This is an optimization exercise on Yosys and OpenROAD, whose aim is small area and a short achievable clock period, not a production implementation.
RTL that was checked went through simulation tests only; none was proved equivalent to the original.
For runs 4 to 6, only the layout was checked, not whether the RTL still works.
Power and IR drop assume default switching activity.

===== flow/flow/run.sh =====
#!/bin/bash
# Standard layout, with the port buffers made of plain buf cells instead of
# the delay buffers buffer_ports picks by default. Every port still gets one.
set -euo pipefail
export BUFFER_PORTS_ARGS="-buffer_cell sky130_fd_sc_hd__buf_2"
bash standard.sh > flow_make.log 2>&1

===== flow/config.mk =====
export PLATFORM = sky130hd
export DESIGN_NAME = frame_rx
export DESIGN_NICKNAME = frame_rx
export VERILOG_FILES = /design/flow/design.v
export SDC_FILE = /design/flow/constraint.sdc
export NUM_CORES = 4
export LEC_CHECK = 0
export ABC_CLOCK_PERIOD_IN_PS = 2400
export CAP_MARGIN = 20
export CORE_MARGIN = 2
export CORE_UTILIZATION = 40
export SETUP_SLACK_MARGIN = 3.6
export SLEW_MARGIN = 20

===== flow/standard.sh =====
#!/bin/bash
# synth_recipe.tcl (not shown) runs the flow's synth.tcl, then flattens the netlist and writes it again
# the make line also repeats each setting of config.mk as NAME=value (left out here)
make -C /OpenROAD-flow-scripts/flow DESIGN_CONFIG=/design/flow/config.mk WORK_HOME=/design/flow/orfs CLKGATE_MAP_FILE= SYNTH_SCRIPT=/design/flow/synth_recipe.tcl "${@:-finish}"

===== flow/design.v =====
module crc16_tab (
    input  wire [7:0]  x,
    output reg  [15:0] t
);
    integer k;
    always @(*) begin
        t = {x, 8'h00};
        for (k = 0; k < 8; k = k + 1)
            t = t[15] ? ((t << 1) ^ 16'h1021) : (t << 1);
    end
endmodule
module crc16_last (
    input  wire [15:0] c,
    input  wire [15:0] r,
    output wire [7:0]  d_want,
    output wire        c_ok
);
    wire [7:0] y = r[7:0];
    wire [7:0] v = {y[7] ^ y[2], y[6] ^ y[1], y[5] ^ y[0], y[4],
                    y[7] ^ y[3] ^ y[2], y[6] ^ y[2] ^ y[1], y[5] ^ y[1] ^ y[0],
                    y[4] ^ y[0]};
    wire [7:0] k = {y[3], y[2], y[1], y[7] ^ y[2] ^ y[0], y[6] ^ y[1],
                    y[5] ^ y[0], y[4], y[3]};
    assign d_want = c[15:8] ^ v;
    assign c_ok   = (c[7:0] == (r[15:8] ^ k));
endmodule
module dispatch_rom (
    input  wire [7:0] opcode,
    output reg  [3:0] handler,
    output reg  [7:0] resp_op
);
    always @(*) begin
        case (opcode)
            8'h65:   begin handler = 4'd1; resp_op = 8'h66; end
            8'h10:   begin handler = 4'd2; resp_op = 8'h11; end
            8'h22:   begin handler = 4'd3; resp_op = 8'h23; end
            8'h31:   begin handler = 4'd4; resp_op = 8'h32; end
            8'h40:   begin handler = 4'd5; resp_op = 8'h41; end
            8'h50:   begin handler = 4'd6; resp_op = 8'h51; end
            8'h7A:   begin handler = 4'd7; resp_op = 8'h7B; end
            8'h81:   begin handler = 4'd8; resp_op = 8'h82; end
            default: begin handler = 4'd0; resp_op = 8'h00; end
        endcase
    end
endmodule
module dispatch_len (
    input  wire [3:0] handler,
    input  wire [8:0] n,
    output reg        in_range
);
    always @(*) begin
        case (handler)
            4'd1:    in_range = (n == 9'd7);                      
            4'd2:    in_range = (n == 9'd6);                      
            4'd3:    in_range = (n <= 9'd10);                     
            4'd4:    in_range = (n == 9'd8);                      
            4'd5:    in_range = 1'b1;                             
            4'd6:    in_range = (n >= 9'd10) & (n <= 9'd70);      
            4'd7:    in_range = (n >= 9'd14) & (n <= 9'd22);      
            default: in_range = 1'b0;                             
        endcase
    end
endmodule
module frame_rx #(
    parameter MAX_FRAME_LEN = 256
) (
    input  wire        clk,
    input  wire        rst,
    input  wire        start,
    input  wire [1:0]  cfg_fmt,       
    input  wire        cfg_srv,       
    input  wire [15:0] cfg_tmo,       
    input  wire [15:0] cfg_fixlen,    
    input  wire        rx_valid,
    input  wire [7:0]  rx_data,
    output wire        rx_ready,
    input  wire        tick,
    input  wire        fault,
    output wire        awaiting_body,
    output wire        res_valid,
    output wire [3:0]  res_code,
    output wire [3:0]  res_cause,
    output wire [7:0]  res_rxst,
    output wire [15:0] rx_count,
    output wire [15:0] rx_lenfield,
    output wire [15:0] target,
    output wire [15:0] idle_count,
    output wire [15:0] field_rcv,
    output wire [15:0] field_calc,
    output wire [1:0]  dcode,
    output wire [7:0]  handler,
    output wire [7:0]  resp_op,
    output wire [7:0]  req_op,
    output wire        disp_ok,
    output wire [7:0]  disp_handler
);
    localparam CODE_OK        = 4'h0;
    localparam CODE_DEVSTAT   = 4'h1;
    localparam CODE_TIMEOUT   = 4'h2;
    localparam CODE_INTEGRITY = 4'h3;
    localparam CODE_LENREJ    = 4'h4;
    localparam CODE_TFAULT    = 4'h5;
    localparam CODE_CMDERR    = 4'h6;
    localparam CODE_NONE      = 4'hF;
    localparam CAUSE_BAD_OP     = 2'd1;
    localparam CAUSE_BAD_LENGTH = 2'd3;
    localparam DC_NONE    = 2'd0;
    localparam DC_OK      = 2'd1;
    localparam DC_UNKNOWN = 2'd2;
    localparam DC_BADLEN  = 2'd3;
    reg        active;       
    reg        fzb;          
    reg        ffix;         
    reg        dsp;          
    reg [15:0] tmo;          
    reg        tmo_hit;      
    reg        lastb;        
    reg [5:0]  pos;          
    reg [15:0] acc;          
    reg [15:0] frcv;         
    reg [15:0] lf;           
    reg [7:0]  b0;
    reg [3:0]  hnd;          
    reg [7:0]  rsp;          
    reg [7:0]  b5;
    reg        done;         
    reg        ge3;          
    reg        rv;
    reg [3:0]  rc;
    reg [1:0]  rcz;
    reg [7:0]  rxst;
    reg [8:0]  cnt;
    reg [8:0]  tgt;
    reg [15:0] idle;
    reg [1:0]  dc;
    reg        dnz;          
    reg        dok;          
    assign rx_ready      = active;
    assign awaiting_body = active & ge3;
    assign res_valid     = rv;
    assign res_code      = rc;
    assign res_cause     = {2'b00, rcz};
    assign res_rxst      = rxst;
    assign rx_count      = {7'd0, cnt};
    assign rx_lenfield   = lf & {16{ge3}};
    assign target        = {7'd0, tgt};
    assign idle_count    = idle;
    assign field_rcv     = frcv & {16{done}};
    assign field_calc    = acc & {16{done}};
    assign dcode         = dc;
    assign handler       = {4'd0, hnd & {4{dc[0]}}};
    assign resp_op       = rsp & {8{dc[0]}};
    assign req_op        = b0 & {8{dnz}};
    assign disp_ok       = dok;
    assign disp_handler  = {4'd0, hnd & {4{dok}}};
    wire [7:0] b = rx_data;
    wire [15:0] t_acc, t_b;
    crc16_tab u_ta (.x(acc[15:8]), .t(t_acc));
    crc16_tab u_tb (.x(b & {8{~(pos[3] | pos[4])}}), .t(t_b));
    wire [15:0] crc_next = {acc[7:0], 8'h00} ^ t_acc ^ t_b;
    wire [7:0] crc_want;
    wire       crc_ok;
    crc16_last u_last (.c(acc), .r(frcv), .d_want(crc_want), .c_ok(crc_ok));
    wire [7:0] want  = fzb ? ~acc[7:0] : crc_want;
    wire       valid = (b == want) & (fzb | crc_ok);
    wire [7:0] status = pos[5] ? b : b5;
    wire       st_ok  = fzb | (status == 8'h00);
    wire [7:0] b1        = lf[15:8];
    wire       b1_zero   = ~(|b1);
    wire       b1_one    = (b1 == 8'd1);
    wire       std_ok    = (b1_zero & (b >= 8'd6)) | (b1_one & ~(|b));
    wire       zb_ok     = b1_zero & (|b) & (b <= 8'd252);
    wire       len_bad   = fzb ? ~zb_ok : ~std_ok;
    wire [8:0] std_tgt   = {b1[0], b} & {9{std_ok}};
    wire [8:0] zb_tgt    = ({1'b0, b} + 9'd4) & {9{zb_ok}};
    wire [8:0] len_tgt   = fzb ? zb_tgt : std_tgt;
    wire [3:0] b_hnd;
    wire [7:0] b_rsp;
    dispatch_rom u_rom (.opcode(b), .handler(b_hnd), .resp_op(b_rsp));
    wire       in_range;
    dispatch_len u_len (.handler(hnd), .n(tgt), .in_range(in_range));
    wire [15:0] idle1  = idle + 16'd1;
    wire [15:0] tmo_in = {cfg_tmo[15:1], cfg_tmo[0] | ~(|cfg_tmo[15:1])};
    wire fixlen_bad = (cfg_fixlen < 16'd6) || (cfg_fixlen > MAX_FRAME_LEN);
    wire cmd_op     = (cfg_fmt == 2'd3);
    wire cmd_len    = (cfg_fmt == 2'd2) & fixlen_bad;
    always @(posedge clk) begin
        if (!active) begin
            if (start) begin
                fzb     <= (cfg_fmt == 2'd1);
                ffix    <= (cfg_fmt == 2'd2);
                dsp     <= cfg_srv & (cfg_fmt != 2'd1);
                tmo     <= tmo_in;
                tmo_hit <= ~(|cfg_tmo[15:1]);
                lastb   <= 1'b0;
                pos     <= 6'b000001;
            end
        end else if (!fault) begin
            if (rx_valid) begin
                pos     <= {pos[4:0], 1'b0};
                tmo_hit <= (tmo == 16'd1);
                lastb   <= (cnt + 9'd2 == tgt) & ~pos[2];
            end else if (tick) begin
                tmo_hit <= (idle1 + 16'd1 == tmo);
            end
        end
    end
    always @(posedge clk) begin
        if (active && !fault && rx_valid) begin
            if (pos[0]) begin
                b0  <= b;
                hnd <= b_hnd;
                rsp <= b_rsp;
            end
            if (pos[1]) lf[15:8] <= b;
            if (pos[2]) lf[7:0]  <= b;
            if (pos[3]) frcv[15:8] <= b;
            if (pos[4]) frcv[7:0]  <= b;
            if (pos[5]) b5 <= b;
            if (lastb && fzb) frcv <= {8'h00, b};
        end
    end
    always @(posedge clk) begin
        if (!active) begin
            if (start && !cmd_op && !cmd_len)
                acc <= (cfg_fmt == 2'd1) ? 16'h0000 : 16'hFFFF;
        end else if (!fault && rx_valid) begin
            if (!fzb)
                acc <= crc_next;
            else if (lastb)
                acc <= {8'h00, ~acc[7:0]};
            else if (ge3)
                acc[7:0] <= acc[7:0] + b;
        end
    end
    always @(posedge clk) begin
        if (rst) begin
            active <= 1'b0;
            done   <= 1'b0;
            ge3    <= 1'b0;
            rv     <= 1'b0;
            rc     <= CODE_NONE;
            rcz    <= 2'd0;
            rxst   <= 8'd0;
            cnt    <= 9'd0;
            tgt    <= 9'd0;
            idle   <= 16'd0;
            dc     <= DC_NONE;
            dnz    <= 1'b0;
            dok    <= 1'b0;
        end else if (!active) begin
            if (start) begin
                if (cmd_op) begin
                    rv   <= 1'b1;
                    rc   <= CODE_CMDERR;
                    rcz  <= CAUSE_BAD_OP;
                    rxst <= 8'd0;
                end else if (cmd_len) begin
                    rv   <= 1'b1;
                    rc   <= CODE_CMDERR;
                    rcz  <= CAUSE_BAD_LENGTH;
                    rxst <= 8'd0;
                end else begin
                    active <= 1'b1;
                    rv     <= 1'b0;
                    done   <= 1'b0;
                    ge3    <= 1'b0;
                    cnt    <= 9'd0;
                    tgt    <= (cfg_fmt == 2'd2) ? cfg_fixlen[8:0] : 9'd0;
                    idle   <= 16'd0;
                    dc     <= DC_NONE;
                    dnz    <= 1'b0;
                    dok    <= 1'b0;
                end
            end
        end else if (fault) begin
            active <= 1'b0;
            rv     <= 1'b1;
            rc     <= CODE_TFAULT;
            rcz    <= 2'd0;
            rxst   <= 8'd0;
        end else if (rx_valid) begin
            cnt  <= cnt + 9'd1;
            idle <= 16'd0;
            if (pos[2]) begin
                ge3 <= 1'b1;
                if (!ffix) begin
                    tgt <= len_tgt;
                    if (len_bad) begin
                        active <= 1'b0;
                        rv     <= 1'b1;
                        rc     <= CODE_LENREJ;
                        rcz    <= 2'd0;
                        rxst   <= 8'd0;
                    end
                end
            end
            if (lastb) begin
                active <= 1'b0;
                done   <= 1'b1;
                rv     <= 1'b1;
                rcz    <= 2'd0;
                if (!valid) begin
                    rc   <= CODE_INTEGRITY;
                    rxst <= 8'd0;
                end else if (st_ok) begin
                    rc   <= CODE_OK;
                    rxst <= 8'd0;
                end else begin
                    rc   <= CODE_DEVSTAT;
                    rxst <= status;
                end
                if (valid && dsp) begin
                    dnz <= 1'b1;
                    dok <= (hnd != 4'd0) & in_range;
                    dc  <= (hnd == 4'd0) ? DC_UNKNOWN : in_range ? DC_OK : DC_BADLEN;
                end
            end
        end else if (tick) begin
            if (tmo_hit) begin
                active <= 1'b0;
                rv     <= 1'b1;
                rc     <= CODE_TIMEOUT;
                rcz    <= 2'd0;
                rxst   <= 8'd0;
            end else begin
                idle <= idle1;
            end
        end
    end
endmodule

===== flow/constraint.sdc =====
create_clock -name core_clock -period 6.0 [get_ports {clk}]
set_input_delay 1.2000 -clock core_clock [delete_from_list [all_inputs] [get_ports {clk}]]
set_output_delay 1.2000 -clock core_clock [all_outputs]
set_load 0.01 [all_outputs]

==> summary.txt, run 1 <==
| Item | Reported | Unit |
| --- | --- | --- |
| Leakage component of the power | 5.93 | nW |
| HPWL after detailed placement | 19600 | µm |
| Number of flops mapped to enable cells by yosys | 102 | - |
| Routed vias | 9122 | - |
| #FFs+latches synth | 158 | - |
| Number of hold violations in the final report | 0 | - |
| Transition time at the pin with the least slew margin | 0.859 | ns |
| Count of hold-fix buffers inserted at cts | 0 | - |
| H-tree levels | 4 | - |
| R2r startpoint | idle[3] | - |
| Clock latency on the worst-skew pair | 0.44 | ns |
| Top Ports | 199 | - |
| Count of unique library cells instantiated by Yosys | 74 | - |
| Final Core Density | 61.3 | % |
| Buffers from clock root to sink, at most | 2 | - |
| Max-slew violation count | 0 | - |
| Clock-pin slew on the worst setup and hold paths | 0.07 | ns |
| Top flip-flop cell by instance count after synthesis | edfxtp_1 | - |
| Global-route wire length before repair | 47800 | µm |
| Count of unresolved DRC violations after routing | 0 | - |
| Type of the tightest min-delay check | reg2reg | - |
| Layout Area Growth over Synthesis | 50.1 | % |
| Result of the run | complete, no violations | - |
| Startpoint of the worst setup timing path | rx_data[5] | - |
| Initial standard-cell utilization of the core | 40.8 | % |
| Final-layout fill cell count | 1867 | - |
| Via count of the first global-routing pass | 8271 | - |
| Most frequent cells in the layout | buf_2, buf_4, edfxtp_1, nor2_1, buf_6 | - |
| Origin of the worst min-delay path | rxst[1] | - |
| Worst hold endpoint | rxst[1] | - |
| Slack of the worst reg-to-reg path | 3.32 | ns |
| Placer's final routability congestion estimate | 0.820 | - |
| Global routing usage summed across all routing layers | 24.0 | % |
| Detailed-route wire length | 32900 | µm |
| Yosys synthesis warning count | 4 | - |
| Final period demand of the worst path | 2.82 | ns |
| Crit path max fanout | 19 | - |
| Die height | 159 | µm |
| Syn avg cell area | 9.24 | µm² |
| Placed cell count | 1475 | - |
| Data required time of the critical path | 6.36 | ns |
| Antenna-violating nets left | 0 | - |
| Total grt overflow | 0 | - |
| Worst Path Class, Setup | in2reg | - |
| Most common cell after layout, fill and taps aside | buf_2 | - |
| Clock Root Buffer | clkbuf_16 | - |
| Number of cells on the worst reg-to-reg path | 9 | - |
| Power density of the placed cells | 197 | nW/µm² |
| Number of violations reported at the end of detailed-routing iteration 0 | 714 | - |
| Setup crit end kind | register | - |
| Floorplan die area | 25300 | µm² |
| Peak supply drop | 0.175 | mV |
| Proportion of synthesized chip area in sequential cells | 43.6 | % |
| Number of instances in the synthesized netlist | 1040 | - |
| Pin count of the biggest net entering global routing | 46 | - |
| Setup TNS after final layout | 0 | ns |
| Achievable clock frequency | 355 | MHz |
| Number of placement rows | 56 | - |
| Routed wirelength normalized by instance count | 19.9 | µm |
| Post-placement setup slack | 2.02 | ns |
| Clock tree from TritonCTS | done | - |
| Port-buffer cells | 174 | - |
| Cell area after technology mapping | 9610 | µm² |
| CTS sink cnt | 158 | - |
| Critical register-to-register path endpoint | tmo_hit | - |
| Die boundary width | 159 | µm |
| Core ar. | 23500 | µm² |
| Cell depth of the worst min-delay path | 2 | - |
| Max-slew headroom | 42.7 | % |
| Number of buffers inserted during clock tree synthesis | 17 | - |
| Arrival @ worst endpoint | 3.18 | ns |
| Post-route total power | 0.00284 | W |
| Total iterations of the first detailed-routing run | 5 | - |
| Fin worst setup slack | 3.18 | ns |
| Number of max-capacitance violations reported | 0 | - |
| Portion of the clock cycle consumed by the worst path in the final layout | 47.0 | % |
| Count of final setup violators | 0 | - |
| Startpoint type of the worst setup path | primary input | - |
| Antenna violations before repair | 1 | - |
| Post-route clock skew | 0.0139 | ns |
| Proportion of layout cells with a drive suffix above 1 | 43.8 | % |
| Final Net Count | 1388 | - |
| Share of flip-flops with an asynchronous set or reset after synthesis | 0 | % |
| Fin cells | 1655 | - |
| RSZ-0062 raised after global routing | yes | - |
| Drt via density | 5.51 | - |
## layer usage
layer | vias to the layer above | routed length (µm) | global-route usage (%)
li1 | 4199 | - | -
met5 | - | 0 | 0
met2 | 394 | 15800 | 39.0
met4 | 0 | 934 | 8.02
met3 | 64 | 2160 | 4.06
met1 | 4465 | 14100 | 32.7
## timing repair
| item | 4_1_cts | 5_1_grt |
|---|---|---|
| gates resized for setup | 148 | 184 |
| buffers inserted | 78 | 59 |
| endpoints found under the hold margin | 0 | 0 |
| pin swaps | 76 | 74 |
| setup endpoints to repair | 189 | 157 |
| gates cloned | 3 | 7 |
## critical path, stage by stage
cell and delay, ns:
buf_4 0.29, and3_1 0.26, o2111ai_1 0.12, nand3b_1 0.19, nand2_4 0.08, o311a_4 0.31, o21ai_4 0.27, buf_6 0.15
buf_6 0.09, nor2_2 0.03, nor3_1 0.15
## cell usage after synthesis, types with 11 or more instances
| cell | count | share of area [%] |
|---|---|---|
| xor2_1 | 43 | 3.9 |
| nor4_1 | 12 | 0.78 |
| nand4_1 | 17 | 1.1 |
| edfxtp_1 | 102 | 32 |
| a31oi_1 | 13 | 0.85 |
| inv_1 | 34 | 1.3 |
| a211oi_1 | 11 | 0.86 |
| o21ai_0 | 58 | 3.0 |
| xnor2_1 | 79 | 7.2 |
| nor3_1 | 31 | 1.6 |
| nand2_1 | 83 | 3.2 |
| a21oi_1 | 59 | 3.1 |
| dfxtp_1 | 56 | 12 |
| nor2_1 | 94 | 3.7 |
| buf_4 | 27 | 2.1 |
| and2_1 | 86 | 5.6 |
| ha_1 | 16 | 2.1 |
| mux2i_1 | 14 | 1.5 |
| nand3_1 | 15 | 0.78 |
| clkbuf_1 | 46 | 1.8 |
## area by class of cell
type / instances / area [µm²] / area share [%]
antenna: 1 / 2.50 / 0.0173
clock buffer: 17 / 425 / 2.95
clock inverter: 15 / 191 / 1.33
inverter: 36 / 176 / 1.22
multi-input combinational: 787 / 6200 / 43.0
sequential: 158 / 4230 / 29.3
tap: 319 / 399 / 2.77
timing repair buffer: 322 / 2800 / 19.4
## power breakdown
| part | total (W) | leakage [nW] | internal, W | switching [W] |
|---|---|---|---|---|
| registers | 0.00123 | 1.43 | 0.00119 | 0.0000393 |
| clock network | 0.00114 | 0.297 | 0.000601 | 0.000538 |
| logic | 0.000476 | 4.20 | 0.000216 | 0.000260 |
## worst max-delay path by stage
stage,end
6_report,rv
3_5_place_dp,rc[2]
4_1_cts,rc[2]
5_1_grt,rxst[3]
3_3_place_gp,rc[2]
2_1_floorplan,rc[2]
## metrics by stage
| step | area (µm²) | hold WS (ns) |
|---|---|---|
| finish | 14400 | 0.459 |
| global placement | 11000 | 0.438 |
| floorplan | 10300 | 0.484 |
| global route | 14400 | 0.490 |
| detailed placement | 11000 | 0.443 |
| CTS | 13000 | 0.464 |
## sequential cells by signal, indices dropped and copies added, names as in the netlist, 2 cells and up
signal and cells:
hnd 4, idle 16, tmo 16, tgt 9, rsp 7, rc 4
b0 8, rcz 2, b5 8, pos 6, frcv 16, cnt 9
rxst 8, lf 16, dc 2, acc 16
## logic make-up after synthesis
group,Yosys count,synth area share (%)
adders and majority gates,17,2.29
AOI/OAI and AO/OA,200,12.7
muxes,16,1.69
xor gates and xnor gates,122,11.1
DFF,158,43.6
buffers and inverters,121,5.95
other,1,0.0390
and+or+nand+nor,405,22.6
==> inputs of run 2 (changes only) <==
--- a/flow/config.mk
+++ b/flow/config.mk
@@ -6,8 +6,8 @@
 export NUM_CORES = 4
 export LEC_CHECK = 0
-export ABC_CLOCK_PERIOD_IN_PS = 2400
+export ABC_AREA = 1
 export CAP_MARGIN = 20
 export CORE_MARGIN = 2
 export CORE_UTILIZATION = 40
-export SETUP_SLACK_MARGIN = 3.6
+export SETUP_SLACK_MARGIN = 3.0
 export SLEW_MARGIN = 20
==> run 2 against run 1 <==
Compared with the run above:
- still clean on timing, DRC and antenna
- core utilization is 13 points lower
- routed wire length shrank 10%
- die area increased by 6.7%
- critical path depth is 8 lower
- sequential share of layout area grew 5.3 points
- clock power shrank 5%
- worst setup slack worse by 0.020 ns
- worst hold slack worse by 0.0015 ns
- total power is 0.99% lower
- maximum frequency decreased by 0.71%
- critical endpoint is now awaiting_body
- largest power group unchanged
==> summary.txt, run 2 <==
| Item | Reported | Unit | Change |
| --- | --- | --- | --- |
| Via count of the first global-routing pass | 8260 | - | -0.13% |
| Critical register-to-register path endpoint | dc[0] | - |  |
| Commonest cells post-synth | nand2_1, inv_1, nor2_1, edfxtp_1, nand3_1 | - |  |
| Achievable clock frequency | 352 | MHz | -0.71% |
| Post-route clock skew | 0.0108 | ns | -0.00318 ns |
| Syn avg cell area | 7.53 | µm² | -18% |
| Core ar. | 25200 | µm² | +7.0% |
| Worst Path Class, Setup | reg2out | - |  |
| Die boundary width | 164 | µm | +3.3% |
| Antenna violations before repair | 3 | - | +2 |
| Floorplan die area | 27000 | µm² | +6.7% |
| Global-route wire length before repair | 44900 | µm | -6.0% |
| Die height | 164 | µm | +3.3% |
| Clock-pin slew on the worst setup and hold paths | 0.07 | ns | about the same |
| Share of flip-flops with an asynchronous set or reset after synthesis | 0 | % | unchanged |
| Worst path cell trace | nand2_1 > inv_1 > buf_2 | - |  |
| Yosys synthesis warning count | 4 | - | unchanged |
| #FFs+latches synth | 158 | - | unchanged |
| Detailed-route wire length | 29600 | µm | -10% |
| Port-buffer cells | 174 | - | unchanged |
| Startpoint type of the worst setup path | register | - |  |
| Global routing usage summed across all routing layers | 21.6 | % | -2.4 points |
| Transition time at the pin with the least slew margin | 0.990 | ns | +0.131 ns |
| Top Family by Delay on Critical Path | flip-flops | - |  |
| Most frequent cells in the layout | nand2_1, inv_1, buf_2, nor2_1, edfxtp_1 | - |  |
| Number of hold violations in the final report | 0 | - | unchanged |
| Count of unique library cells instantiated by Yosys | 55 | - | -26% |
| Number of buffers inserted during clock tree synthesis | 17 | - | unchanged |
| Total grt overflow | 0 | - | unchanged |
| Setup crit end kind | output pin | - |  |
| Drt via density | 5.05 | - | -8.3% |
| Library cell with the largest summed area after synthesis | edfxtp_1 | - |  |
| Final period demand of the worst path | 2.84 | ns | +0.0200 ns |
| Buffers from clock root to sink, at most | 2 | - | unchanged |
| Layout Area Growth over Synthesis | 17.7 | % |  |
| HPWL after detailed placement | 22200 | µm | +13% |
| Initial standard-cell utilization of the core | 40.8 | % | -0.043 points |
| Leakage component of the power | 5.78 | nW | -2.5% |
| Share of the synthesized area in the top cell type | 29.8 | % | -2.0 points |
| Clock Root Buffer | clkbuf_16 | - |  |
| Number of flops mapped to enable cells by yosys | 102 | - | unchanged |
| Leading cell types by total area after synthesis | edfxtp_1, nand2_1, dfxtp_1 | - |  |
| H-tree levels | 4 | - | unchanged |
| Cell depth of the worst min-delay path | 2 | - | unchanged |
| Portion of the clock cycle consumed by the worst path in the final layout | 47.3 | % | +0.33 points |
| R2r startpoint | fzb | - |  |
| Proportion of synthesized chip area in sequential cells | 40.8 | % | -2.8 points |
| Placer's final routability congestion estimate | 0.912 | - | +11% |
| Antenna-violating nets left | 0 | - | unchanged |
| Top Ports | 199 | - | unchanged |
| Routed wirelength normalized by instance count | 15.9 | µm | -20% |
| Setup TNS after final layout | 0 | ns | unchanged |
| Peak supply drop | 0.161 | mV | -8.5% |
| Number of buffers and inverters on the critical path | 2 | - | -1 |
| Clock latency on the worst-skew pair | 0.43 | ns | about the same |
| Total iterations of the first detailed-routing run | 5 | - | unchanged |
| Slack of the worst reg-to-reg path | 3.17 | ns | -0.15 ns |
| Arrival @ worst endpoint | 1.64 | ns | -1.54 ns |
| Result of the run | complete, no violations | - |  |
| Worst hold endpoint | rc[3] | - |  |
| Data required time of the critical path | 4.80 | ns | -1.56 ns |
| Crit path largest cell delay | 0.83 | ns | +0.52 ns |
| Power density of the placed cells | 233 | nW/µm² | +18% |
| Final Net Count | 1590 | - | +15% |
| Cell area after technology mapping | 10300 | µm² | +6.9% |
| Fin cells | 1868 | - | +13% |
| Number of cells on the worst reg-to-reg path | 8 | - | -1 |
| Proportion of layout cells with a drive suffix above 1 | 19.1 | % | -25 points |
| RSZ-0062 raised after global routing | no | - |  |
| Most numerous cell in the Yosys netlist | nand2_1 | - |  |
| Clock tree from TritonCTS | done | - |  |
| Count of unresolved DRC violations after routing | 0 | - | unchanged |
| Number of placement rows | 58 | - | +3.6% |
| Most common cell after layout, fill and taps aside | nand2_1 | - |  |
| Number of max-capacitance violations reported | 0 | - | unchanged |
| Placed cell count | 1822 | - | +24% |
| Pin count of the biggest net entering global routing | 44 | - | -4.3% |
| Top flip-flop cell by instance count after synthesis | edfxtp_1 | - |  |
| Max-slew headroom | 33.7 | % | -9.0 points |
| Type of the tightest min-delay check | reg2reg | - |  |
| Routed vias | 9442 | - | +3.5% |
| CTS sink cnt | 158 | - | unchanged |
| Count of final setup violators | 0 | - | unchanged |
| Crit path max fanout | 19 | - | unchanged |
| Worst-path cell with the longest stage delay | dfxtp_1 | - |  |
| Max-slew violation count | 0 | - | unchanged |
| Number of instances in the synthesized netlist | 1363 | - | +31% |
| Origin of the worst min-delay path | rc[3] | - |  |
| Count of hold-fix buffers inserted at cts | 0 | - | unchanged |
| Number of violations reported at the end of detailed-routing iteration 0 | 801 | - | +12% |
[run 2: cell count changes in the layout (fill, tap and decap cells not counted), sizes merged, moves of 11 or more]
cell    change
nand2     +250
inv       +166
buf       -133
and2       -85
nand3      +68
nor2       +53
xnor2      -44
a211oi     +14
mux2i      -14
nor3       -14
a31oi      -13
nand4      +11
[run 2: worst reg2reg max path, cell delays in order (launching register included)]
cell and delay (ns):
edfxtp_1 0.69, clkinvlp_4 0.42, o21ai_0 0.41, nor2_1 0.11
nand3b_1 0.19, nor2_1 0.41, nand3_1 0.25, nand3_1 0.13
a21oi_1 0.06
[run 2: through the flow]
stage	utilization (%)	worst slack (ns)	power (W)	area, µm²	hold WS, ns
after floorplan	-	2.99	0.00159	10400	0.470
after global placement	44.9	2.31	0.00172	11300	0.438
after detailed placement	44.9	2.17	0.00173	11300	0.443
after CTS	47.4	3.00	0.00280	11900	0.460
after global routing	48.0	3.01	0.00293	12100	0.470
final	48.0	3.16	0.00281	12100	0.458
[run 2: kinds of logic (layout without fill, tap and decap cells)]
kind of cell,Yosys count,after routing,synth area share [%]
compound gates,186,186,10.8
other cells,1,25,0.0365
xor+xnor,83,83,7.23
flops,158,158,40.8
simple gates,641,642,27.6
fa+ha+maj,17,17,2.15
buf+inv,277,427,11.4
[run 2: how the worst max path moves through the flow]
stage | startpoint | end | slack (ns) | cells after the start
6_report | ge3 | awaiting_body | 3.16 | 3
5_1_grt | rx_data[3] | rc[1] | 3.01 | 15
4_1_cts | rx_valid | idle[9] | 3.00 | 10
3_5_place_dp | rx_valid | idle[0] | 2.17 | 10
3_3_place_gp | rx_valid | idle[0] | 2.31 | 10
2_1_floorplan | rx_valid | acc[0] | 2.99 | 8
[run 2: what timing repair did]
item / CTS / global route
setup endpoints to repair: 60 / 49
pin swaps: 0 / 2
buffers inserted: 3 / 8
gates cloned: 0 / 2
resized for setup: 9 / 16
[run 2: final cells by class]
type / instances / area (µm²)
Timing Repair inverter: 1 / 5.00
Antenna cell: 1 / 2.50
Clock buffer: 23 / 523
Fill cell: 2508 / 13100
Tap cell: 330 / 413
Multi-Input combinational cell: 952 / 5100
Inverter: 206 / 795
Clock inverter: 9 / 65.1
Sequential cell: 158 / 4190
Timing Repair Buffer: 188 / 998
[run 2: layer usage]
metal  up-vias  share of wire, %  global-route usage (%)
li1       4718                 -                       -
met2       381                44                    32.8
met5         -             0.078                       0
met3        36               8.5                    4.72
met4         4               1.5                    6.42
met1      4303                46                    30.9
[run 2: power by group]
part	internal, W	total, W	switching (W)
sequential	0.00121	0.00127	0.0000631
clock	0.000622	0.00108	0.000463
combinational	0.000154	0.000455	0.000301
==> inputs of run 3 (changes only) <==
--- a/flow/config.mk
+++ b/flow/config.mk
@@ -6,5 +6,5 @@
 export NUM_CORES = 4
 export LEC_CHECK = 0
-export ABC_AREA = 1
+export ABC_CLOCK_PERIOD_IN_PS = 3000
 export CAP_MARGIN = 20
 export CORE_MARGIN = 2
==> run 3 against run 2 <==
Compared with the run above:
- clock power about the same
- first-iteration DRC count decreased by 9.9%
- sequential cell count did not move
- design area is 4.6% lower
- routed wire length is 7.7% lower
- register-to-register slack worse by 0.11 ns
- worst setup slack got worse by 0.15 ns
- cell count down 18%
- clock skew decreased by 0.0011 ns
- sequential share of layout area grew 1.7 points
- synthesized cell count shrank 24%
- sequential power is 3% lower
- still clean
==> summary.txt, run 3 <==
| Item | Reported | Unit | Change |
| --- | --- | --- | --- |
| Final-layout fill cell count | 2259 | - | -9.9% |
| Max-slew headroom | 44.7 | % | +11 points |
| Startpoint type of the worst setup path | primary input | - |  |
| Die height | 159 | µm | -3.2% |
| Number of buffers inserted during clock tree synthesis | 17 | - | unchanged |
| CP Depth | 9 | - | +6 |
| Clock latency on the worst-skew pair | 0.44 | ns | about the same |
| Capture point of the worst path | cnt[8] | - |  |
| Register area | 4190 | µm² | about the same |
| Antenna violations before repair | 2 | - | -1 |
| Critical register-to-register path endpoint | tmo_hit | - |  |
| Leakage component of the power | 4.68 | nW | -19% |
| Via count of the first global-routing pass | 7429 | - | -10% |
| Layout Area Growth over Synthesis | 20.1 | % |  |
| Fin worst setup slack | 3.01 | ns | -0.152 ns |
| Proportion of synthesized chip area in sequential cells | 43.6 | % | +2.8 points |
| Compound-Gate Fraction of Synth Area | 12.7 | % | +1.9 points |
| Top flip-flop cell by instance count after synthesis | edfxtp_1 | - |  |
| Worst Path Class, Setup | in2reg | - |  |
| Floorplan die area | 25300 | µm² | -6.3% |
| Number of cells on the worst reg-to-reg path | 11 | - | +3 |
| Number of hold violations in the final report | 0 | - | unchanged |
| Adder-cell share of the synthesized area | 2.29 | % | +0.15 points |
| Clock-pin slew on the worst setup and hold paths | 0.07 | ns | about the same |
| Number of violations reported at the end of detailed-routing iteration 0 | 722 | - | -9.9% |
| Global routing usage summed across all routing layers | 20.8 | % | -0.80 points |
| Top Family by Delay on Critical Path | compound AO/OA/AOI/OAI gates | - |  |
| RSZ-0062 raised after global routing | yes | - |  |
| Core ar. | 23500 | µm² | -6.5% |
| Count of unresolved DRC violations after routing | 0 | - | unchanged |
| Most frequent cells in the layout | buf_2, edfxtp_1, nor2_1, and2_1 | - |  |
| Share of flip-flops with an asynchronous set or reset after synthesis | 0 | % | unchanged |
| Top Ports | 199 | - | unchanged |
| Startpoint of the worst setup timing path | cfg_fixlen[2] | - |  |
| Pin count of the biggest net entering global routing | 42 | - | -4.5% |
| Data required time of the critical path | 6.37 | ns | +1.57 ns |
| CTS sink cnt | 158 | - | unchanged |
| Clock Root Buffer | clkbuf_16 | - |  |
| Post-route clock skew | 0.00967 | ns | -0.00109 ns |
| Achievable clock frequency | 334 | MHz | -5.1% |
| Number of placement rows | 56 | - | -3.4% |
| R2r startpoint | idle[2] | - |  |
| Drt via density | 5.33 | - | +5.5% |
| Portion of the clock cycle consumed by the worst path in the final layout | 49.8 | % | +2.5 points |
| Crit path largest cell delay | 0.46 | ns | -0.37 ns |
| Final Net Count | 1257 | - | -21% |
| Type of the tightest min-delay check | reg2reg | - |  |
| Yosys synthesis warning count | 4 | - | unchanged |
| Antenna-violating nets left | 0 | - | unchanged |
| Cell depth of the worst min-delay path | 2 | - | unchanged |
| H-tree levels | 4 | - | unchanged |
| Total iterations of the first detailed-routing run | 5 | - | unchanged |
| Multiplexer share of the synthesized area | 1.69 | % | +1.7 points |
| Arrival @ worst endpoint | 3.36 | ns | +1.72 ns |
| Placer's final routability congestion estimate | 0.877 | - | -3.8% |
| Proportion of layout cells with a drive suffix above 1 | 23.3 | % | +4.1 points |
| Initial standard-cell utilization of the core | 40.8 | % | +0.043 points |
| Max-slew violation count | 0 | - | unchanged |
| Port-buffer cells | 174 | - | unchanged |
| Number of buffers and inverters on the critical path | 1 | - | -1 |
| Global-route wire length before repair | 41800 | µm | -6.9% |
| #FFs+latches synth | 158 | - | unchanged |
| Number of max-capacitance violations reported | 0 | - | unchanged |
| Peak supply drop | 0.162 | mV | +1.0% |
| Power density of the placed cells | 229 | nW/µm² | -1.7% |
| Result of the run | complete, no violations | - |  |
| Count of final setup violators | 0 | - | unchanged |
| Setup crit end kind | register | - |  |
| Fin cells | 1523 | - | -18% |
| Share of the synthesized area in the top cell type | 31.9 | % | +2.0 points |
| Combinational family with the most area after synthesis | simple AND/OR/NAND/NOR gates | - |  |
| Number of instances in the synthesized netlist | 1040 | - | -24% |
| Syn avg cell area | 9.24 | µm² | +23% |
| Worst path cell trace | buf_2 > nor4b_1 > a31oi_1 > o21ai_2 > nor2_1 > a21oi_1 > nand2_1 > or3_1 > a21oi_1 | - |  |
| Post-Route Hold Slack | 0.456 | ns | -0.00196 ns |
| Placed cell count | 1475 | - | -19% |
| Setup TNS after final layout | 0 | ns | unchanged |
| Routed vias | 8118 | - | -14% |
| Slack of the worst reg-to-reg path | 3.06 | ns | -0.11 ns |
| Xor and xnor fraction of the mapped netlist area | 11.1 | % | +3.9 points |
| Leading cell types by total area after synthesis | edfxtp_1, dfxtp_1, xnor2_1 | - |  |
| Routed wirelength normalized by instance count | 17.9 | µm | +13% |
| Post-placement setup slack | 2.05 | ns | -0.115 ns |
| Dominant cell type by count on the critical path | a21oi_1 | - |  |
| Final period demand of the worst path | 2.99 | ns | +0.152 ns |
| Buffers from clock root to sink, at most | 2 | - | unchanged |
| Die boundary width | 159 | µm | -3.2% |
| Commonest cells post-synth | edfxtp_1, nor2_1, and2_1, nand2_1, xnor2_1 | - |  |
| Number of flops mapped to enable cells by yosys | 102 | - | unchanged |
| Count of hold-fix buffers inserted at cts | 0 | - | unchanged |
| Detailed-route wire length | 27300 | µm | -7.7% |
| Crit path max fanout | 6 | - | -13 |
| Total grt overflow | 0 | - | unchanged |
| HPWL after detailed placement | 19300 | µm | -13% |
| Area of combinational cells with multiple inputs | 5140 | µm² | +0.83% |
| Count of unique library cells instantiated by Yosys | 74 | - | +35% |
| Clock tree from TritonCTS | done | - |  |
| Library cell with the largest summed area after synthesis | edfxtp_1 | - |  |
| Most common cell after layout, fill and taps aside | buf_2 | - |  |
| Simple-gate share of the synthesized area | 22.6 | % | -5.0 points |
| Worst-path cell with the longest stage delay | a21oi_1 | - |  |
| Cell area after technology mapping | 9610 | µm² | -6.4% |
| Transition time at the pin with the least slew margin | 0.829 | ns | -0.161 ns |
| Most numerous cell in the Yosys netlist | edfxtp_1 | - |  |
| Antenna Diode Count | 0 | - | -1 |
==> run 3: changes by cell type in the layout (fill, tap and decap cells not counted), moves of 38 or more <==
| cell | delta |
|---|---|
| xnor2_1 | +44 |
| inv_1 | -163 |
| nor2_1 | -38 |
| nand2_1 | -242 |
| and2_1 | +84 |
| nand3_1 | -62 |
==> run 3: cells by family (layout without fill, tap and decap cells) <==
group / count (synthesis) / in the layout
buffers and inverters: 121 / 261
other: 1 / 24
flip-flops: 158 / 158
AND/OR/NAND/NOR: 405 / 405
multiplexers: 16 / 16
XOR/XNOR: 122 / 122
AO/OA/AOI/OAI: 200 / 201
adder cells (fa/ha/maj): 17 / 17
==> run 3: repair_timing <==
| item | CTS | global route |
|---|---|---|
| buffers inserted | 9 | 6 |
| pin swaps | 5 | 9 |
| endpoints found under the setup margin | 83 | 57 |
| resized for setup | 29 | 24 |
| cloned | 0 | 1 |
==> run 3: worst reg2reg max path: cells and delay by family (launching register included) <==
family | cells | cell delay (ns)
AOI/OAI and AO/OA | 2 | 0.46
DFF | 1 | 0.43
and+or+nand+nor | 5 | 1.00
xor gates and xnor gates | 2 | 0.35
adders and majority gates | 1 | 0.28
buffers and inverters | 1 | 0.17
==> run 3: worst min path at each step <==
stage,end,startpoint
floorplan,rcz[0],rcz[0]
global placement,rxst[4],rxst[4]
detailed placement,rxst[4],rxst[4]
CTS,rxst[4],rxst[4]
global route,rc[2],rc[2]
finish,rxst[4],rxst[4]
==> run 3: layout make-up <==
class / instances / share of cell area (%)
clock inverter: 15 / 1.42
tap: 319 / 3.46
timing repair buffer: 193 / 9.24
inverter: 36 / 1.30
multi-input combinational: 785 / 44.6
clock buffer: 17 / 3.69
sequential: 158 / 36.3
==> run 3: metrics by stage <==
step	util [%]	power [W]	area, µm²
5_1_grt	49.0	0.00273	11500
4_1_cts	48.3	0.00264	11400
3_5_place_dp	45.1	0.00155	10600
3_3_place_gp	45.1	0.00155	10600
6_report	49.0	0.00264	11500
2_1_floorplan	-	0.00146	9780
==> run 3: per-layer routing <==
metal | part of all wire [%] | up-vias | global-route usage, %
met3 | 7.0 | 42 | 4.38
met4 | 1.6 | 4 | 5.79
met1 | 45 | 3810 | 28.4
met2 | 47 | 327 | 33.7
li1 | - | 3935 | -
met5 | 0.084 | - | 0
==> run 3: power by group <==
part,internal [W],total (W),switching (W)
Combinational,0.000126,0.000323,0.000197
Sequential,0.00119,0.00123,0.0000408
Clock,0.000560,0.00109,0.000525
Total,0.00188,0.00264,0.000763
==> inputs of run 4 (changes only) <==
--- a/flow/design.v
+++ b/flow/design.v
@@ -181,4 +181,14 @@
     dispatch_len u_len (.handler(hnd), .n(tgt), .in_range(in_range));
     wire [15:0] idle1  = idle + 16'd1;
+    wire [15:0] inc2_flip;
+    assign inc2_flip[0] = 1'b0;
+    assign inc2_flip[1] = 1'b1;
+    genvar gi;
+    generate
+        for (gi = 2; gi < 16; gi = gi + 1) begin : g_flip
+            assign inc2_flip[gi] = &idle[gi-1:1];
+        end
+    endgenerate
+    wire        idle2_hit = ((idle ^ tmo) == inc2_flip);
     wire [15:0] tmo_in = {cfg_tmo[15:1], cfg_tmo[0] | ~(|cfg_tmo[15:1])};
     wire fixlen_bad = (cfg_fixlen < 16'd6) || (cfg_fixlen > MAX_FRAME_LEN);
@@ -202,5 +212,5 @@
                 lastb   <= (cnt + 9'd2 == tgt) & ~pos[2];
             end else if (tick) begin
-                tmo_hit <= (idle1 + 16'd1 == tmo);
+                tmo_hit <= idle2_hit;
             end
         end
--- a/flow/config.mk
+++ b/flow/config.mk
@@ -6,5 +6,4 @@
 export NUM_CORES = 4
 export LEC_CHECK = 0
-export ABC_CLOCK_PERIOD_IN_PS = 3000
 export CAP_MARGIN = 20
 export CORE_MARGIN = 2
==> run 4 against run 3 <==
Compared with the run above:
- register-to-register slack better by 0.13 ns
- die area is 3.0% lower
- total power is 4.8% higher
- core utilization is 1.5 points higher
- synthesized area is 3.0% lower
- worst setup slack worse by 0.099 ns
- sequential cell count stayed put
- count of clock-buffer cells in the layout is 1 higher
- critical endpoint is now tgt[3]
==> summary.txt, run 4 <==
| Item | Reported | Unit | Change |
| --- | --- | --- | --- |
| Result of the run | complete, no violations | - |  |
| Sw Share | 26.6 | % | -2.3 points |
| Layout Area Growth over Synthesis | 23.6 | % |  |
| Type of the tightest min-delay check | reg2reg | - |  |
| Most frequent cells in the layout | buf_2, edfxtp_1, and2_1, xnor2_1, nor2_1 | - |  |
| Max-slew headroom | 39.8 | % | -5.0 points |
| Routed wirelength normalized by instance count | 17.9 | µm | -0.40% |
| Proportion of power drawn by the clock network | 41.1 | % | about the same |
| Achievable clock frequency | 324 | MHz | -3.2% |
| Count of hold-fix buffers inserted at cts | 0 | - | unchanged |
| Core ar. | 22800 | µm² | -3.2% |
| #FFs+latches synth | 158 | - | unchanged |
| HPWL after detailed placement | 18500 | µm | -4.3% |
| Global routing usage summed across all routing layers | 21.2 | % | +0.38 points |
| Placer's final routability congestion estimate | 0.829 | - | -5.5% |
| Top Family by Delay on Critical Path | compound AO/OA/AOI/OAI gates | - |  |
| Global-route wire length before repair | 39800 | µm | -4.8% |
| Top flip-flop cell by instance count after synthesis | edfxtp_1 | - |  |
| Commonest cells post-synth | edfxtp_1, and2_1, xnor2_1, nor2_1, nand2_1 | - |  |
| Floorplan die area | 24500 | µm² | -3.0% |
| Port-buffer cells | 174 | - | unchanged |
| Buffers from clock root to sink, at most | 2 | - | unchanged |
| Yosys synthesis warning count | 4 | - | unchanged |
| Clock Root Buffer | clkbuf_16 | - |  |
| Simple-gate share of the synthesized area | 21.4 | % | -1.2 points |
| Setup crit end kind | register | - |  |
| Antenna-violating nets left | 0 | - | unchanged |
| Number of buffers and inverters on the critical path | 4 | - | +3 |
| Total iterations of the first detailed-routing run | 5 | - | unchanged |
| Portion of the clock cycle consumed by the worst path in the final layout | 51.5 | % | +1.7 points |
| Via count of the first global-routing pass | 7101 | - | -4.4% |
| Final Net Count | 1200 | - | -4.5% |
| Arrival @ worst endpoint | 3.43 | ns | +0.07 ns |
| Library cell with the largest summed area after synthesis | edfxtp_1 | - |  |
| Adder-cell share of the synthesized area | 2.10 | % | -0.20 points |
| Antenna violations before repair | 0 | - | -2 |
| Die boundary width | 157 | µm | -1.5% |
| Count of final setup violators | 0 | - | unchanged |
| Setup TNS after final layout | 0 | ns | unchanged |
| Post-route clock skew | 0.0226 | ns | +0.0129 ns |
| Share of flip-flops with an asynchronous set or reset after synthesis | 0 | % | unchanged |
| Cell area after technology mapping | 9310 | µm² | -3.0% |
| Transition time at the pin with the least slew margin | 0.900 | ns | +0.0710 ns |
| Routed vias | 7577 | - | -6.7% |
| Most common cell after layout, fill and taps aside | buf_2 | - |  |
| Number of placement rows | 55 | - | -1.8% |
| Top Ports | 199 | - | unchanged |
| RSZ-0062 raised after global routing | yes | - |  |
| H-tree levels | 4 | - | unchanged |
| Relative contribution of combinational cells to total power | 14.1 | % | +1.9 points |
| Proportion of synthesized chip area in sequential cells | 44.9 | % | +1.4 points |
| Multiplexer share of the synthesized area | 1.97 | % | +0.28 points |
| Startpoint type of the worst setup path | primary input | - |  |
| Count of unresolved DRC violations after routing | 0 | - | unchanged |
| CTS sink cnt | 158 | - | unchanged |
| Number of flops mapped to enable cells by yosys | 102 | - | unchanged |
| Max-slew violation count | 0 | - | unchanged |
| Crit path max fanout | 4 | - | -2 |
| Number of hold violations in the final report | 0 | - | unchanged |
| Clock latency on the worst-skew pair | 0.44 | ns | about the same |
| Number of violations reported at the end of detailed-routing iteration 0 | 550 | - | -24% |
| Sw Pwr | 0.000737 | W | -3.4% |
| Crit path largest cell delay | 0.54 | ns | +0.08 ns |
| Die height | 157 | µm | -1.5% |
| Initial standard-cell utilization of the core | 40.9 | % | +0.084 points |
| Data required time of the critical path | 6.34 | ns | -0.03 ns |
| Clock tree from TritonCTS | done | - |  |
| Clock-pin slew on the worst setup and hold paths | 0.07 | ns | about the same |
| Drt via density | 5.18 | - | -2.8% |
| Combinational family with the most area after synthesis | simple AND/OR/NAND/NOR gates | - |  |
| Leading cell types by total area after synthesis | edfxtp_1, dfxtp_1, xnor2_1 | - |  |
| Leakage component of the power | 4.68 | nW | +0.20% |
| Pin count of the biggest net entering global routing | 39 | - | -7.1% |
| Worst path cell trace | buf_8 > or4_4 > o31a_1 > o311a_4 > buf_4 > a211oi_4 > buf_6 > clkbuf_16 > nor2_1 > a211oi_2 | - |  |
| Peak supply drop | 0.172 | mV | +5.7% |
| Proportion of layout cells with a drive suffix above 1 | 25.9 | % | +2.7 points |
| Compound-Gate Fraction of Synth Area | 12.0 | % | -0.75 points |
| Most numerous cell in the Yosys netlist | edfxtp_1 | - |  |
| Power density of the placed cells | 240 | nW/µm² | +5.0% |
| Detailed-route wire length | 26100 | µm | -4.4% |
| Total grt overflow | 0 | - | unchanged |
| Antenna Diode Count | 0 | - | unchanged |
| Number of instances in the synthesized netlist | 963 | - | -7.4% |
| Worst Path Class, Setup | in2reg | - |  |
| Number of max-capacitance violations reported | 0 | - | unchanged |
| Count of unique library cells instantiated by Yosys | 75 | - | +1.4% |
| Number of buffers inserted during clock tree synthesis | 17 | - | unchanged |
| Worst-path cell with the longest stage delay | or4_4 | - |  |
| Part of the power in registers | 44.8 | % | -1.9 points |
| Cell internal power dissipation | 0.00203 | W | +8.1% |
| Share of the synthesized area in the top cell type | 32.9 | % | +1.0 points |
| Syn avg cell area | 9.67 | µm² | +4.7% |
| Post-Route Hold Slack | 0.468 | ns | +0.0116 ns |
| Final period demand of the worst path | 3.09 | ns | +0.0991 ns |
| Xor and xnor fraction of the mapped netlist area | 12.1 | % | +0.98 points |
[run 4: cell types whose count changed after synthesis, sizes merged, moves of 6 or more]
cell / delta
nand2: -13
nor2: -18
o21ai: -13
a21oi: -17
clkbuf: -7
o2bb2ai: +7
and3: +6
nand3: +12
inv: -7
nor3: -16
[run 4: worst register-to-register path: cells and delay by family (launching register included)]
| family | cells | cell delay, ns |
|---|---|---|
| AO/OA/AOI/OAI | 3 | 0.57 |
| flip-flops | 1 | 0.50 |
| XOR/XNOR | 1 | 0.21 |
| AND/OR/NAND/NOR | 4 | 1.45 |
[run 4: final timing paths]
kind | startpoint | depth (start not counted) | slack (ns) | end
worst max-delay path | cfg_fixlen[6] | 10 | 2.91 | tgt[3]
worst min-delay path | rc[3] | 1 | 0.47 | rc[3]
worst max register to register | acc[0] | 8 | 3.19 | dc[1]
worst min register to register | rc[3] | 1 | 0.47 | rc[3]
[run 4: layout make-up]
| type | count | area, µm² |
|---|---|---|
| Multi-Input combinational cell | 723 | 4890 |
| Inverter | 28 | 134 |
| Clock inverter | 14 | 179 |
| Tap cell | 313 | 392 |
| Clock buffer | 18 | 429 |
| Timing Repair inverter | 1 | 5.00 |
| Sequential cell | 158 | 4180 |
| Timing Repair Buffer | 207 | 1290 |
| Fill cell | 2142 | 11300 |
[run 4: cell families (layout without fill, tap and decap cells)]
| family | Yosys count | count (layout) |
|---|---|---|
| adder cells (fa/ha/maj) | 15 | 15 |
| AND/OR/NAND/NOR | 374 | 374 |
| XOR/XNOR | 123 | 123 |
| buffers and inverters | 105 | 268 |
| other | 1 | 24 |
| flip-flops | 158 | 158 |
| AO/OA/AOI/OAI | 169 | 169 |
| multiplexers | 18 | 18 |
[run 4: power by group through the flow]
stage,logic [W],registers [W],clock network [W]
after floorplan,0.000263,0.00125,0
after global placement,0.000338,0.00126,0
after detailed placement,0.000340,0.00126,0
after CTS,0.000360,0.00124,0.00115
after global routing,0.000430,0.00124,0.00120
final,0.000391,0.00124,0.00114
[run 4: metrics by stage]
step                cell area (µm²)  power, W  instances  setup WS (ns)  utilization, %
detailed placement            10400   0.00160       1399           2.23            45.7
finish                        11500   0.00277       1462           2.91            50.5
global route                  11500   0.00287       1462           2.85            50.5
global placement              10400   0.00160       1399           2.27            45.7
floorplan                      9570   0.00151        986           2.71               -
CTS                           11200   0.00275       1441           2.95            49.1
[run 4: timing repair]
action | CTS | global route
buffers inserted | 10 | 18
pin swaps | 7 | 9
gates cloned | 0 | 3
gates resized for setup | 22 | 33
endpoints found under the setup margin | 58 | 51
hold endpoints to repair | 0 | 0
[run 4: layer usage]
layer,part of all wire (%),global-route usage [%]
met2,48,34.7
met1,45,28.9
met3,5.7,3.71
met5,0,0
met4,1.3,6.12
==> inputs of run 5 (changes only) <==
--- a/flow/design.v
+++ b/flow/design.v
@@ -158,5 +158,5 @@
     crc16_tab u_ta (.x(acc[15:8]), .t(t_acc));
     crc16_tab u_tb (.x(b & {8{~(pos[3] | pos[4])}}), .t(t_b));
-    wire [15:0] crc_next = {acc[7:0], 8'h00} ^ t_acc ^ t_b;
+    wire [15:0] crc_next = pos[0] ? (16'hFF00 ^ 16'h1EF0 ^ t_b) : ({acc[7:0], 8'h00} ^ t_acc ^ t_b);
     wire [7:0] crc_want;
     wire       crc_ok;
@@ -177,5 +177,5 @@
     wire [3:0] b_hnd;
     wire [7:0] b_rsp;
-    dispatch_rom u_rom (.opcode(b), .handler(b_hnd), .resp_op(b_rsp));
+    dispatch_rom u_rom (.opcode(b0), .handler(b_hnd), .resp_op(b_rsp));
     wire       in_range;
     dispatch_len u_len (.handler(hnd), .n(tgt), .in_range(in_range));
@@ -218,10 +218,10 @@
     always @(posedge clk) begin
         if (active && !fault && rx_valid) begin
-            if (pos[0]) begin
-                b0  <= b;
+            if (pos[0]) b0 <= b;
+            if (pos[1]) begin
+                lf[15:8] <= b;
                 hnd <= b_hnd;
                 rsp <= b_rsp;
             end
-            if (pos[1]) lf[15:8] <= b;
             if (pos[2]) lf[7:0]  <= b;
             if (pos[3]) frcv[15:8] <= b;
@@ -232,12 +232,11 @@
     end
     always @(posedge clk) begin
-        if (!active) begin
-            if (start && !cmd_op && !cmd_len)
-                acc <= (cfg_fmt == 2'd1) ? 16'h0000 : 16'hFFFF;
-        end else if (!fault && rx_valid) begin
+        if (active && !fault && rx_valid) begin
             if (!fzb)
                 acc <= crc_next;
             else if (lastb)
                 acc <= {8'h00, ~acc[7:0]};
+            else if (pos[3])
+                acc <= {8'h00, b};
             else if (ge3)
                 acc[7:0] <= acc[7:0] + b;
==> run 5 against run 4 <==
Compared with the run above:
- cell count increased by 2.8%
- combinational power decreased by 21%
- design area increased by 1.0%
- still clean on timing, DRC and antenna
- non-clock buffer count decreased by 11
- die area increased by 2.8%
- worst hold slack got worse by 0.0011 ns
- clock skew decreased by 0.011 ns
- synthesized area increased by 2.8%
- clock power about the same
==> summary.txt, run 5 <==
| Item | Reported | Unit | Change |
| --- | --- | --- | --- |
| Placer's final routability congestion estimate | 0.852 | - | +2.8% |
| Count of final setup violators | 0 | - | unchanged |
| Highest routed layer | met5 | - |  |
| Via count of the first global-routing pass | 7474 | - | +5.3% |
| Portion of the clock cycle consumed by the worst path in the final layout | 48.9 | % | -2.5 points |
| Die height | 159 | µm | +1.4% |
| Area of combinational cells with multiple inputs | 5170 | µm² | +5.6% |
| Clock-pin slew on the worst setup and hold paths | 0.07 | ns | about the same |
| Number of violations reported at the end of detailed-routing iteration 0 | 647 | - | +18% |
| Clock latency on the worst-skew pair | 0.44 | ns | about the same |
| #FFs+latches synth | 158 | - | unchanged |
| Relative contribution of combinational cells to total power | 11.4 | % | -2.7 points |
| Part of the power in registers | 45.9 | % | +1.1 points |
| Top Ports | 199 | - | unchanged |
| Post-route total power | 0.00269 | W | -2.6% |
| Floorplan die area | 25200 | µm² | +2.8% |
| Power density of the placed cells | 232 | nW/µm² | -3.5% |
| Cell area after technology mapping | 9580 | µm² | +2.8% |
| HPWL after detailed placement | 19600 | µm | +6.0% |
| Drt via density | 5.36 | - | +3.3% |
| Initial standard-cell utilization of the core | 40.8 | % | -0.080 points |
| Detailed-route wire length | 27500 | µm | +5.3% |
| Final-layout fill cell count | 2194 | - | +2.4% |
| Wire length on met3 | 1560 | µm | +3.8% |
| RSZ-0062 raised after global routing | yes | - |  |
| Global routing usage summed across all routing layers | 21.5 | % | +0.28 points |
| Antenna-violating nets left | 0 | - | unchanged |
| Routed vias | 8050 | - | +6.2% |
| Antenna Diode Count | 0 | - | unchanged |
| CTS sink cnt | 158 | - | unchanged |
| Number of hold violations in the final report | 0 | - | unchanged |
| Proportion of layout cells with a drive suffix above 1 | 23.6 | % | -2.3 points |
| Number of max-capacitance violations reported | 0 | - | unchanged |
| Pin count of the biggest net entering global routing | 34 | - | -13% |
| Wire length on met2 | 12500 | µm | +0.24% |
| Final Net Count | 1234 | - | +2.8% |
| Layout Area Growth over Synthesis | 21.4 | % |  |
| Share of flip-flops with an asynchronous set or reset after synthesis | 0 | % | unchanged |
| Port-buffer cells | 174 | - | unchanged |
| Achievable clock frequency | 340 | MHz | +5.2% |
| Data required time of the critical path | 6.33 | ns | about the same |
| H-tree levels | 4 | - | unchanged |
| Most common cell after layout, fill and taps aside | buf_2 | - |  |
| Proportion of power drawn by the clock network | 42.7 | % | +1.6 points |
| Clock tree from TritonCTS | done | - |  |
| Max-slew violation count | 0 | - | unchanged |
| Number of instances in the synthesized netlist | 1016 | - | +5.5% |
| Leakage component of the power | 4.64 | nW | -1.0% |
| Leading cell types by total area after synthesis | edfxtp_1, dfxtp_1, xnor2_1 | - |  |
| Core ar. | 23500 | µm² | +3.0% |
| Count of unresolved DRC violations after routing | 0 | - | unchanged |
| Xor and xnor fraction of the mapped netlist area | 11.5 | % | -0.60 points |
| Simple-gate share of the synthesized area | 22.6 | % | +1.1 points |
| Result of the run | complete, no violations | - |  |
| Top flip-flop cell by instance count after synthesis | edfxtp_1 | - |  |
| Library cell with the largest summed area after synthesis | edfxtp_1 | - |  |
| Number of flops mapped to enable cells by yosys | 102 | - | unchanged |
| Multiplexer share of the synthesized area | 1.70 | % | -0.28 points |
| Die boundary width | 159 | µm | +1.4% |
| Count of unique library cells instantiated by Yosys | 74 | - | -1.3% |
| Most frequent cells in the layout | buf_2, edfxtp_1, nor2_1, and2_1, nand2_1 | - |  |
| Most numerous cell in the Yosys netlist | edfxtp_1 | - |  |
| Sw Pwr | 0.000743 | W | +0.85% |
| Worst Path Class, Setup | in2reg | - |  |
| Post-route clock skew | 0.0116 | ns | -0.0110 ns |
| Final period demand of the worst path | 2.94 | ns | -0.152 ns |
| Crit path max fanout | 15 | - | +11 |
| Proportion of synthesized chip area in sequential cells | 43.7 | % | -1.2 points |
| Total grt overflow | 0 | - | unchanged |
| Clock Root Buffer | clkbuf_16 | - |  |
| Startpoint type of the worst setup path | primary input | - |  |
| Transition time at the pin with the least slew margin | 0.959 | ns | +0.0595 ns |
| Commonest cells post-synth | edfxtp_1, nor2_1, and2_1, nand2_1, xnor2_1 | - |  |
| Syn avg cell area | 9.43 | µm² | -2.5% |
| Routed wirelength normalized by instance count | 18.3 | µm | +2.4% |
| Cell internal power dissipation | 0.00195 | W | -3.8% |
| Peak supply drop | 0.185 | mV | +7.7% |
| Share of the synthesized area in the top cell type | 32.0 | % | -0.91 points |
| Met1 Wirelength | 12900 | µm | +8.9% |
| Sw Share | 27.6 | % | +0.93 points |
| Max-slew headroom | 36.0 | % | -3.7 points |
| Combinational family with the most area after synthesis | simple AND/OR/NAND/NOR gates | - |  |
| Register area | 4190 | µm² | about the same |
| Compound-Gate Fraction of Synth Area | 13.1 | % | +1.1 points |
| Yosys synthesis warning count | 4 | - | unchanged |
| Global-route wire length before repair | 42600 | µm | +7.0% |
| Type of the tightest min-delay check | reg2reg | - |  |
| Number of placement rows | 56 | - | +1.8% |
| Total iterations of the first detailed-routing run | 5 | - | unchanged |
| Number of buffers inserted during clock tree synthesis | 17 | - | unchanged |
| Count of hold-fix buffers inserted at cts | 0 | - | unchanged |
| Setup crit end kind | register | - |  |
| Arrival @ worst endpoint | 3.27 | ns | -0.16 ns |
| Setup TNS after final layout | 0 | ns | unchanged |
| Buffers from clock root to sink, at most | 2 | - | unchanged |
| Antenna violations before repair | 1 | - | +1 |
| Adder-cell share of the synthesized area | 1.91 | % | -0.19 points |
-- run 5: cell count changes after synthesis, moves of 6 or more --
cell,change
nor3_1,+7
o21ai_0,-7
nor2_1,+20
nand2_1,+11
a211oi_1,+6
clkbuf_1,+8
xnor2_1,-8
xor2_1,-6
-- run 5: timing repair --
| item | CTS | global route |
|---|---|---|
| pin swaps | 4 | 12 |
| resized for setup | 14 | 37 |
| setup buffers | 4 | 15 |
| gates cloned | 0 | 1 |
| setup endpoints to repair | 50 | 40 |
-- run 5: per-stage QoR --
stage	std cells	setup WS (ns)	hold slack, ns	instance area, µm²	utilization, %
2_1_floorplan	1039	2.91	0.493	9820	-
3_3_place_gp	1451	2.11	0.451	10600	45.3
3_5_place_dp	1451	2.02	0.447	10600	45.3
4_1_cts	1487	3.02	0.470	11300	48.3
5_1_grt	1503	2.96	0.482	11600	49.5
6_report	1503	3.06	0.466	11600	49.5
-- run 5: cells by family (layout without fill, tap and decap cells) --
kind of cell	after synthesis	after routing
AOI/OAI and AO/OA	187	188
adders and majority gates	14	14
and+or+nand+nor	413	413
buffers and inverters	114	258
DFF	158	158
xor gates and xnor gates	113	113
muxes	16	16
other	1	24
-- run 5: final cells by class --
| cell class | instances | share of cell area [%] |
|---|---|---|
| Tap cell | 319 | 3.43 |
| Timing Repair Buffer | 196 | 9.57 |
| Inverter | 30 | 1.21 |
| Clock inverter | 15 | 1.68 |
| Clock buffer | 17 | 3.66 |
| Multi-Input combinational cell | 768 | 44.5 |
| Sequential cell | 158 | 36.0 |
-- run 5: final timing paths --
| kind | cells after the start | startpoint | slack, ns | end |
|---|---|---|---|---|
| setup reg to reg | 7 | acc[14] | 3.14 | rc[0] |
| setup / recovery | 8 | rx_data[1] | 3.06 | rc[0] |
| hold / removal | 1 | rxst[4] | 0.47 | rxst[4] |
| hold reg to reg | 1 | rxst[4] | 0.47 | rxst[4] |
-- run 5: per-layer routing --
layer,track usage (%),vias to the layer above
met5,0,-
li1,-,3888
met3,4.26,40
met4,6.55,2
met2,33.1,286
met1,30.5,3834
-- run 5: critical path, cell delays in order --
cell and delay [ns]:
buf_4 0.23, xnor3_1 0.47, xnor2_1 0.15, nor2_1 0.13, a41oi_2 0.23, nor4_2 0.38
o21ai_0 0.18, a211o_1 0.28
-- run 5: power groups by stage --
stage	Clock, W	Sequential [W]	Combinational [W]
floorplan	0	0.00124	0.000224
CTS	0.00116	0.00124	0.000290
finish	0.00115	0.00124	0.000307
global placement	0	0.00126	0.000279
global route	0.00120	0.00124	0.000340
detailed placement	0	0.00126	0.000282
==> inputs of run 6 (changes only) <==
==> flow/flow/run.sh (replaced) <==
#!/bin/bash
# Standard layout, with the port buffers made of plain buf cells instead of
# the delay buffers buffer_ports picks by default. Every port still gets one.
set -euo pipefail
export BUFFER_PORTS_ARGS="-buffer_cell sky130_fd_sc_hd__buf_1"
bash standard.sh > flow_make.log 2>&1
--- a/flow/config.mk
+++ b/flow/config.mk
@@ -9,4 +9,5 @@
 export CORE_MARGIN = 2
 export CORE_UTILIZATION = 40
+export CTS_BUF_LIST = sky130_fd_sc_hd__clkbuf_8
 export SETUP_SLACK_MARGIN = 3.0
 export SLEW_MARGIN = 20
==> run 6 against run 5 <==
Compared with the run above:
- still clean
- total power shrank 11%
- sequential share of layout area grew 1.2 points
- sequential power is essentially flat
- critical endpoint is now rc[2]
- largest power group unchanged
==> summary.txt, run 6 <==
| Item | Reported | Unit | Change |
| --- | --- | --- | --- |
| Result of the run | complete, no violations | - |  |
| Capture point of the worst path | rc[2] | - |  |
| Final-layout fill cell count | 2269 | - | +3.4% |
| Placed cell count | 1458 | - | +0.48% |
| Global-route wire length before repair | 42300 | µm | -0.70% |
| Share of the synthesized area in the top cell type | 32.0 | % | unchanged |
| Clock-pin slew on the worst setup and hold paths | 0.08 | ns | about the same |
| H-tree levels | 4 | - | unchanged |
| Achievable clock frequency | 338 | MHz | -0.72% |
| Drt via density | 5.41 | - | +1.0% |
| Data required time of the critical path | 6.35 | ns | +0.02 ns |
| Yosys synthesis warning count | 4 | - | unchanged |
| Transition time at the pin with the least slew margin | 0.979 | ns | +0.0197 ns |
| Startpoint type of the worst setup path | primary input | - |  |
| Type of the tightest min-delay check | reg2reg | - |  |
| Leading cell types by total area after synthesis | edfxtp_1, dfxtp_1, xnor2_1 | - |  |
| Number of flops mapped to enable cells by yosys | 102 | - | unchanged |
| Leakage component of the power | 3.95 | nW | -15% |
| R2r startpoint | lf[13] | - |  |
| Max-slew violation count | 0 | - | unchanged |
| Final Net Count | 1246 | - | +0.97% |
| Buffers from clock root to sink, at most | 2 | - | unchanged |
| Via count of the first global-routing pass | 7436 | - | -0.51% |
| Die height | 159 | µm | unchanged |
| Count of hold-fix buffers inserted at cts | 0 | - | unchanged |
| Number of hold violations in the final report | 0 | - | unchanged |
| Final period demand of the worst path | 2.96 | ns | +0.0212 ns |
| Core ar. | 23500 | µm² | unchanged |
| Port-buffer cells | 174 | - | unchanged |
| Number of instances in the synthesized netlist | 1016 | - | unchanged |
| Clock tree from TritonCTS | done | - |  |
| Number of max-capacitance violations reported | 0 | - | unchanged |
| Global routing usage summed across all routing layers | 21.1 | % | -0.35 points |
| Routed wirelength normalized by instance count | 18.2 | µm | -0.53% |
| Count of unresolved DRC violations after routing | 0 | - | unchanged |
| Worst path cell trace | buf_8 > buf_12 > clkinv_8 > ha_4 > nor3b_4 > nand2_2 > a2111o_1 > a31oi_4 > nor3b_4 > a21boi_2 > a211o_1 | - |  |
| Post-route clock skew | 0.0248 | ns | +0.0132 ns |
| HPWL after detailed placement | 19500 | µm | -0.50% |
| Critical register-to-register path endpoint | rc[2] | - |  |
| Crit path max fanout | 5 | - | -10 |
| CTS sink cnt | 158 | - | unchanged |
| Share of flip-flops with an asynchronous set or reset after synthesis | 0 | % | unchanged |
| Antenna-violating nets left | 0 | - | unchanged |
| #FFs+latches synth | 158 | - | unchanged |
| Most frequent cells in the layout | buf_1, edfxtp_1, nor2_1, and2_1, nand2_1 | - |  |
| Library cell with the largest summed area after synthesis | edfxtp_1 | - |  |
| Startpoint of the worst setup timing path | rx_data[2] | - |  |
| Antenna violations before repair | 2 | - | +1 |
| Fin cells | 1514 | - | +0.73% |
## run 6: cell counts after synthesis
Identical to the previous run, type by type.
## run 6: area by class of cell
type                       count  area (µm²)  share of cell area, %
tap                          319         399                   3.54
sequential                   158        4190                   37.2
clock inverter                13         174                   1.54
antenna                        1        2.50                 0.0222
timing repair buffer         208         975                   8.65
clock buffer                  17         234                   2.08
inverter                      30         135                   1.20
multi-input combinational    768        5160                   45.8
## run 6: what timing repair did
item	in CTS	in global routing
endpoints found under the setup margin	58	56
pin swaps	5	10
gates cloned	0	2
setup buffers	4	18
resized for setup	29	30
## run 6: critical path: cells and delay by family
| family | cells | cell delay, ns |
|---|---|---|
| and+or+nand+nor | 3 | 0.47 |
| AOI/OAI and AO/OA | 4 | 1.23 |
| buffers and inverters | 3 | 0.29 |
| adders and majority gates | 1 | 0.11 |
## run 6: through the flow
step | cell area (µm²) | worst slack (ns) | total power, W
floorplan | 9820 | 2.91 | 0.00146
global placement | 10500 | 1.95 | 0.00154
detailed placement | 10500 | 1.83 | 0.00154
CTS | 11000 | 3.01 | 0.00239
global route | 11300 | 3.00 | 0.00249
finish | 11300 | 3.04 | 0.00240
## run 6: metal layers
layer / track usage [%] / part of all wire (%) / vias to the layer above
met1: 30.3 / 46 / 3936
met2: 32.7 / 46 / 308
li1: - / - / 3907
met5: 0 / 0.051 / -
met4: 6.26 / 1.8 / 2
met3: 3.68 / 6.5 / 38
## run 6: power breakdown
group / switching (W) / internal [W]
Sequential: 0.0000447 / 0.00119
Combinational: 0.000191 / 0.000121
Clock: 0.000410 / 0.000445
Total: 0.000646 / 0.00176
## run 6: worst min-delay path by stage
| stage | start | end | slack [ns] | cells after the start |
|---|---|---|---|---|
| global route | rxst[1] | rxst[1] | 0.50 | 1 |
| finish | rxst[6] | rxst[6] | 0.47 | 1 |
| global placement | rc[3] | rc[3] | 0.44 | 1 |
| CTS | rxst[6] | rxst[6] | 0.47 | 1 |
| detailed placement | rxst[1] | rxst[1] | 0.45 | 1 |
| floorplan | rxst[0] | rxst[0] | 0.49 | 1 |
## run 6: kinds of logic after synthesis
group           share of synthesized area, %
compound gates                          13.1
xor+xnor                                11.5
fa+ha+maj                               1.91
buf+inv                                 5.50
flops                                   43.7
mux                                     1.70
other cells                           0.0391
simple gates                            22.6

Re-timed with assumed drivers on the ports (clkbuf_16 on the clock, buf_2 on other inputs), run 6 has 3.043 ns of setup slack against 3.042 ns with ideal ports, and 2.544 ns once port delays also move by the mid clock arrival of 0.498 ns.
